Background: an optimization exercise with open tools, aiming at small area, a short achievable clock period and few clock cycles. Do not read the settings as production practice.
RTL that was checked went through simulation tests only; none was proved equivalent to the original.
Power and IR drop assume default switching activity.

Design godmr_core, start of the top module:
module godmr_core (
    input  wire        clk,
    input  wire        rst,           
    input  wire        req_valid,
    input  wire        req_write,
    input  wire [1:0]  req_size,      
    input  wire [11:0] req_addr,
    input  wire [31:0] req_wdata,
    output reg         resp_valid,
    output reg         resp_err,
    output reg  [31:0] resp_rdata,
    output wire [15:0] qr_code,       
    input  wire        qr_ok          
);
    reg [2:0]   status_err;
    reg [8:0]   crc9;
    reg [15:0]  crc16;
    reg [31:0]  crc32;
    reg [15:0]  sync_hi;
    reg [31:0]  sync_lo;
    reg [15:0]  emb_code;
    reg [7:0]   emb_len;
    reg [3:0]   emb_cc;
    reg [1:0]   emb_lcss;
    reg         emb_valid;
    reg [15:0]  wlen;
    reg [7:0]   b0 [0:52];
    reg [7:0]   b1 [0:52];
    reg [16:0]  wp;      
    reg [16:0]  fp;      
    function integer region;
        input integer k;
        begin
            if (k < 4)       region = 0;
  ...
Settings: LEC_CHECK=0, CAP_MARGIN=20, CORE_MARGIN=2, CORE_UTILIZATION=40, PLACE_DENSITY=0.6, SETUP_SLACK_MARGIN=2.45, SLEW_MARGIN=20; clock period 5.0 ns.
run.sh (not shown) runs the stock make flow with config.mk's settings and CLKGATE_MAP_FILE= SYNTH_SCRIPT=/design/flow/synth_recipe.tcl, a recipe that flattens the netlist after the stock synthesis.
Testbench counts at the start, summed over its fixed seeds: cycles 27,148.
Change:
SETUP_SLACK_MARGIN = 2.3   (was 2.45)
Synthesized area does not change.
Power came out lower slightly.
Count of clock-buffer cells in the layout shrinks by 11.
Design area shrinks slightly.
Maximum frequency drops by a few percent.
Cell count came out lower slightly.
Non-clock buffer count came out lower by 36.
Clock power decreases slightly.
Change:
CTS_CLUSTER_DIAMETER = 60   (was not set)
CTS_CLUSTER_SIZE = 30   (was not set)
SETUP_SLACK_MARGIN = 2.45   (was 2.3)
Outcome:
- power fell by 5.1%
- via count rose by about 0.32%
- setup slack loses 0.0040 ns
- routed wire length rose by 0.42%
- sequential power is about the same
- synthesized area does not change
Change:
CTS_CLUSTER_DIAMETER = not set   (was 60)
CTS_CLUSTER_SIZE = not set   (was 30)
SETUP_SLACK_MARGIN = 2.4   (was 2.45)
What happened: Worst hold slack is worse by 0.049 ns; worst setup slack gets better by 0.038 ns; first-iteration DRC count increases by a few percent; sequential power stays flat; clock skew is higher by 0.033 ns; power went up by a few percent; non-clock buffer count fell by 3; register-to-register slack gets worse by 0.03 ns; critical path depth goes down by 4; core utilization grows by 0.72 points.

## rev 12
Starting RTL as in the previous note.
## godmr_core
module godmr_core (
    input  wire        clk,
    input  wire        rst,           
    input  wire        req_valid,
    input  wire        req_write,
    input  wire [1:0]  req_size,      
    input  wire [11:0] req_addr,
    input  wire [31:0] req_wdata,
    output reg         resp_valid,
    output reg         resp_err,
    output reg  [31:0] resp_rdata,
    output wire [15:0] qr_code,       
    input  wire        qr_ok          
);
Settings: LEC_CHECK=0, CAP_MARGIN=20, CORE_MARGIN=2, CORE_UTILIZATION=40, PLACE_DENSITY=0.7, SETUP_SLACK_MARGIN=2.45, SLEW_MARGIN=20; clock period 5.0 ns.
Rev 12 did not stop at any stage, and its layout met the timing, DRC and antenna checks.
Testbench counts of rev 12, summed over its fixed seeds: cycles 27,148.
The inputs of rev 13 differ from those of rev 12 as listed below.
# rev 12
export LEC_CHECK = 0
export CAP_MARGIN = 20
export CORE_MARGIN = 2
export CORE_UTILIZATION = 40
export PLACE_DENSITY = 0.7
export SETUP_SLACK_MARGIN = 2.45
export SLEW_MARGIN = 20
create_clock -name core_clock -period 5.0 [get_ports {clk}]
# rev 13
export LEC_CHECK = 0
export CAP_MARGIN = 20
export CORE_MARGIN = 2
export CORE_UTILIZATION = 40
export GPL_ROUTABILITY_DRIVEN = 0
export PLACE_DENSITY = 0.6
export SETUP_SLACK_MARGIN = 2.45
export SLEW_MARGIN = 20
create_clock -name core_clock -period 5.0 [get_ports {clk}]
### Flow results
Rev 13 finished end to end and its layout was clean on timing, DRC and antenna.
Changes observed in rev 13 relative to rev 12: total number of vias went up by 211; power density of the placed cells rose about 0.6%; final hold slack went down.
Part of the cycle the worst path needs: rev 13 < rev 12
The initial antenna violation count of rev 13 is higher than that of rev 12.
Summary of rev 13 over rev 12: first-iteration DRC count decreased 5.0%, setup slack increased 0.021 ns.

== run 1 ==
Starting RTL as in the previous note.
Settings: LEC_CHECK=0, CAP_MARGIN=20, CORE_MARGIN=2, CORE_UTILIZATION=40, PLACE_DENSITY=0.6, SETUP_SLACK_MARGIN=2.45, SLEW_MARGIN=20, TNS_END_PERCENT=30; clock period 5.0 ns.
Run 1 completed every stage of the flow, and the final layout passed the timing, DRC and antenna checks.
Testbench counts of run 1, summed over its fixed seeds: cycles 27,148.
Setup changes, run 1 to run 2
Settings: clearing TNS_END_PERCENT, which used to be 30; swapping 40 for 46 in CORE_UTILIZATION; swapping 0.6 for 0.65 in PLACE_DENSITY.
==> comparison <==
As far as number of enable-type register cells in the synthesized netlist goes, run 2 and run 1 are indistinguishable; the numbers are identical.
Summary of run 2 over run 1: shortest period the worst path allows saw an increase, total power -1.4%, total length of routed wires higher, aggregate negative setup slack ~0 delta, proportion of power drawn by combinational gates up 0.2 points.
| met1 demand-to-capacity share in global routing | run 2 vs run 1 | 3.6 points higher |
Of run 1 and run 2, the higher buffer and inverter count on the worst path belongs to run 2.
Run 2 has utilization of the core after routing above what run 1 had.
Compared with run 1, run 2 shows a higher total of plain and repair buffers excluding clock buffers.
Compared with run 1, run 2 shows a area overhead of the layout relative to synthesis that is 1.6 points higher.
diff inputs: run 2 => run 3
Settings: CTS_CLUSTER_DIAMETER now 45, previously not set; CORE_UTILIZATION now 40, was 46; CTS_CLUSTER_SIZE now 40, previously not set; PLACE_DENSITY now 0.6, was 0.65.
--- outcome ---
Run 3: done, clean on timing, DRC and antenna. Run 2 → run 3: clock group share of total power saw an increase; worst setup slack went up 0.23 ns; total vias in the final route fell 0.81%; total power divided by cell area saw an increase; first-pass GRT wire length now larger. Going from run 2 to run 3, clock-buffer cell count went down 15%, delay of the slowest critical-path stage picked up an extra 0.10 ns. Compared with run 2, sum of internal, switching and leakage power in run 3 increased by a few percent. Run 3 vs run 2: clock distribution power up by a few percent. Sort run 2 and run 3 by via-per-instance ratio desc -> top: run 2.
The inputs of run 4 differ from those of run 3 as listed below.
Settings: swapping 40 for 35 in CTS_CLUSTER_SIZE; swapping 45 for 60 in CTS_CLUSTER_DIAMETER.
### Flow results
Combinational power in run 4 vs run 3: down about 0.8%. Clock buffer count from CTS: run 4 lower than run 3. On setup slack on the worst flop-to-flop path, run 3 tracks run 4 almost exactly. Run 4 reports a lower net load switching power than run 3 does. Compared with run 3, run 4 shows a final hold slack that is 0.0070 ns lower.
## Diff of input files: run 5 against run 4
Settings: clearing CTS_CLUSTER_SIZE, which used to be 35; clearing CTS_CLUSTER_DIAMETER, which used to be 60; swapping 2.45 for 2.6 in SETUP_SLACK_MARGIN.
### Flow results
Run 5 was carried through to the last stage, and its layout satisfied the timing, DRC and antenna checks.
Run 4 and run 5 ended up with roughly the same number of instances in the placed design.
Against run 4, run 5 comes in 32% higher on clock buffer count from CTS.
Compare run 4 and run 5 | wire length of the first global-routing pass lower: run 4
Run 5 packs its core more tightly than run 4.
Post-layout total power, run 4 and run 5, lower one = run 4.
Taking run 5 as 1.0, run 4 lands at 0.60 on count of clock-buffer cells in the layout.
met2 capacity usage during global routing sits higher in run 5 than in run 4.
Comparing sequential share of layout area for run 4 and run 5, the smaller number came from run 5.
Comparing run 4 and run 5, the higher post-route clock period utilization was measured on run 5.
As far as met3 capacity usage during global routing is concerned, run 4 and run 5 perform about the same.
Taking run 4 as the reference point, the clock network fraction of design power of run 5 rises by 2.7 points.

## 07-05
godmr_core, a different RTL version from the one above (not shown whole).
Size in the first run: roughly 1100 flip-flops, roughly 100 I/O pins, about 45000 sq um of cells after synthesis.
==> flow/config.mk <==
export PLATFORM = sky130hd
export DESIGN_NAME = godmr_core
export DESIGN_NICKNAME = godmr_core
export VERILOG_FILES = /design/flow/design.v
export SDC_FILE = /design/flow/constraint.sdc
export NUM_CORES = 4
export LEC_CHECK = 0
export CAP_MARGIN = 20
export CORE_MARGIN = 2
export CORE_UTILIZATION = 40
export PLACE_DENSITY = 0.6
export SETUP_SLACK_MARGIN = 2.3
export SLEW_MARGIN = 20
==> flow/constraint.sdc <==
create_clock -name core_clock -period 5.0 [get_ports {clk}]
set_input_delay 1.0000 -clock core_clock [delete_from_list [all_inputs] [get_ports {clk}]]
set_output_delay 1.0000 -clock core_clock [all_outputs]
set_load 0.01 [all_outputs]
#### Input delta (05-14 over 07-05)
Settings: changing SETUP_SLACK_MARGIN from 2.3 to 2.6.
--- outcome ---
- 05-14 vs 07-05 on maximum frequency: 05-14 is the higher one.
- Re synthesized cell count: no difference whatsoever between 05-14 and 07-05.
- Taking 07-05 as the reference, in 05-14 fraction of area in registers moved down, combinational share of power moved up.
No run of this note included a check of the RTL's function; only the layout flow was run.

Setup of try-onyx:
godmr_core with an RTL version that a note above also has.
Size: ~3300 cells after synthesis, ~1200 flip-flops, about 42000 sq um of cells after synthesis.
clock: 5.0 ns
lec_check: 0
cap_margin: 20
core_margin: 2
core_utilization: 40
cts_buf_list: sky130_fd_sc_hd__clkbuf_8 sky130_fd_sc_hd__clkbuf_4
place_density: 0.6
setup_slack_margin: 2.45
slew_margin: 20
try-onyx | status: complete | timing, DRC, antenna: pass
Testbench counts of try-onyx, summed over its fixed seeds: cycles 27,148.
The following lists how try-lagoon was set up differently from try-onyx:
Settings: a change of SETUP_SLACK_MARGIN from 2.45 to 2.52; a deleted CTS_BUF_LIST that had been sky130_fd_sc_hd__clkbuf_8 sky130_fd_sc_hd__clkbuf_4.
==> comparison <==
- In summary, try-lagoon completed successfully, with a layout that passed the timing, DRC and antenna checks.
- Changes observed in try-lagoon relative to try-onyx: worst slack on hold paths went up 0.0082 ns; growth of design area from synthesis to finish went up 1.4 points; power went up about 0.5%; clock latency at the later pin of the worst-skew pair went down 0.17 ns; worst setup slack after layout went up 0.061 ns.
- [compare] base=try-onyx new=try-lagoon: number of buffers inserted by post-CTS setup repair higher, number of diodes added for antenna fixing lower, number of distinct library cell variants in the gate-level netlist after synthesis roughly the same, portion of total power attributed to the clock network roughly the same.
Here is what was changed in the inputs of try-quartz compared with try-lagoon.
Settings: swapping 2.52 for 2.0 in SETUP_SLACK_MARGIN.
- try-quartz completed end to end with timing, DRC and antenna clean.
- Every stage of the flow completed for try-lagoon, and the final layout passed the timing, DRC and antenna checks.
- Setup slack: try-quartz less than try-lagoon
- Re total power: try-quartz is 1.7% down on try-lagoon.
- Number of combinational gates with multiple inputs in try-quartz vs try-lagoon: down 6
- Compared with try-lagoon, try-quartz shows first-pass GRT wire length that has gone down slightly.
- Against try-lagoon, try-quartz comes in 0.97 points lower on global-route met2 utilization.
- Going from try-lagoon to try-quartz, worst-case reg-to-reg path depth increased 2, maximum number of pins on one net before global-route repair increased about 25%, proportion of power drawn by the clock network decreased 0.6 points, synthesis-to-layout area growth decreased 4.8 points.

port drivers added, routing unchanged:
The flow's constraints put no driver on any port. The routed layouts listed below were extracted and timed again, unchanged, in two steps. Step 1, drivers: a clkbuf_16 drives clk and a buf_2 each remaining input, both assumed. Step 2 times the ports against the registers' clock, not the clock port: input delays grow and output delays shrink by t, the midpoint of the rising clock arrivals with the driver on. Slacks: ideal / step 1 / step 2; pairs: ideal / step 1.
run | shift t [ns] | setup slack, ns | worst register clock-pin slew, ns | worst slew at a driven data input, ns
the first run of note 1 | 0.768 | 2.432 / 2.427 / 1.724 | 0.07 / 0.07 | 0.07
the second run of note 1 | 0.758 | 2.309 / 2.262 / 1.586 | 0.07 / 0.07 | 0.06
the third run of note 1 | 0.750 | 2.305 / 2.339 / 1.590 | 0.10 / 0.10 | 0.07
the fourth run of note 1 | 0.754 | 2.343 / 2.349 / 1.620 | 0.07 / 0.07 | 0.09
rev 12 | 0.756 | 2.365 / 2.377 / 1.621 | 0.07 / 0.07 | 0.06
rev 13 | 0.770 | 2.386 / 2.372 / 1.601 | 0.07 / 0.07 | 0.12
run 1 | 0.772 | 2.266 / 2.217 / 1.542 | 0.07 / 0.07 | 0.11
run 2 | 0.754 | 2.217 / 2.241 / 1.487 | 0.07 / 0.07 | 0.07
run 3 | 0.774 | 2.442 / 2.428 / 1.704 | 0.09 / 0.09 | 0.08
run 4 | 0.754 | 2.396 / 2.426 / 1.676 | 0.12 / 0.12 | 0.07
run 5 | 0.780 | 2.363 / 2.394 / 1.614 | 0.07 / 0.07 | 0.09
07-05 | 0.803 | 1.967 / 1.996 / 1.192 | 0.07 / 0.07 | 0.06
05-14 | 0.803 | 1.981 / 1.994 / 1.191 | 0.08 / 0.08 | 0.12
try-onyx | 0.934 | 2.335 / 2.270 / 1.555 | 0.07 / 0.07 | 0.06
try-lagoon | 0.774 | 2.396 / 2.420 / 1.646 | 0.07 / 0.07 | 0.09
try-quartz | 0.750 | 2.005 / 1.985 / 1.299 | 0.07 / 0.07 | 0.10
After both steps every run listed still meets setup and hold. The setup slack of 05-14, which loses most, moves by +0.013 ns with the drivers and by -0.790 ns with both steps.
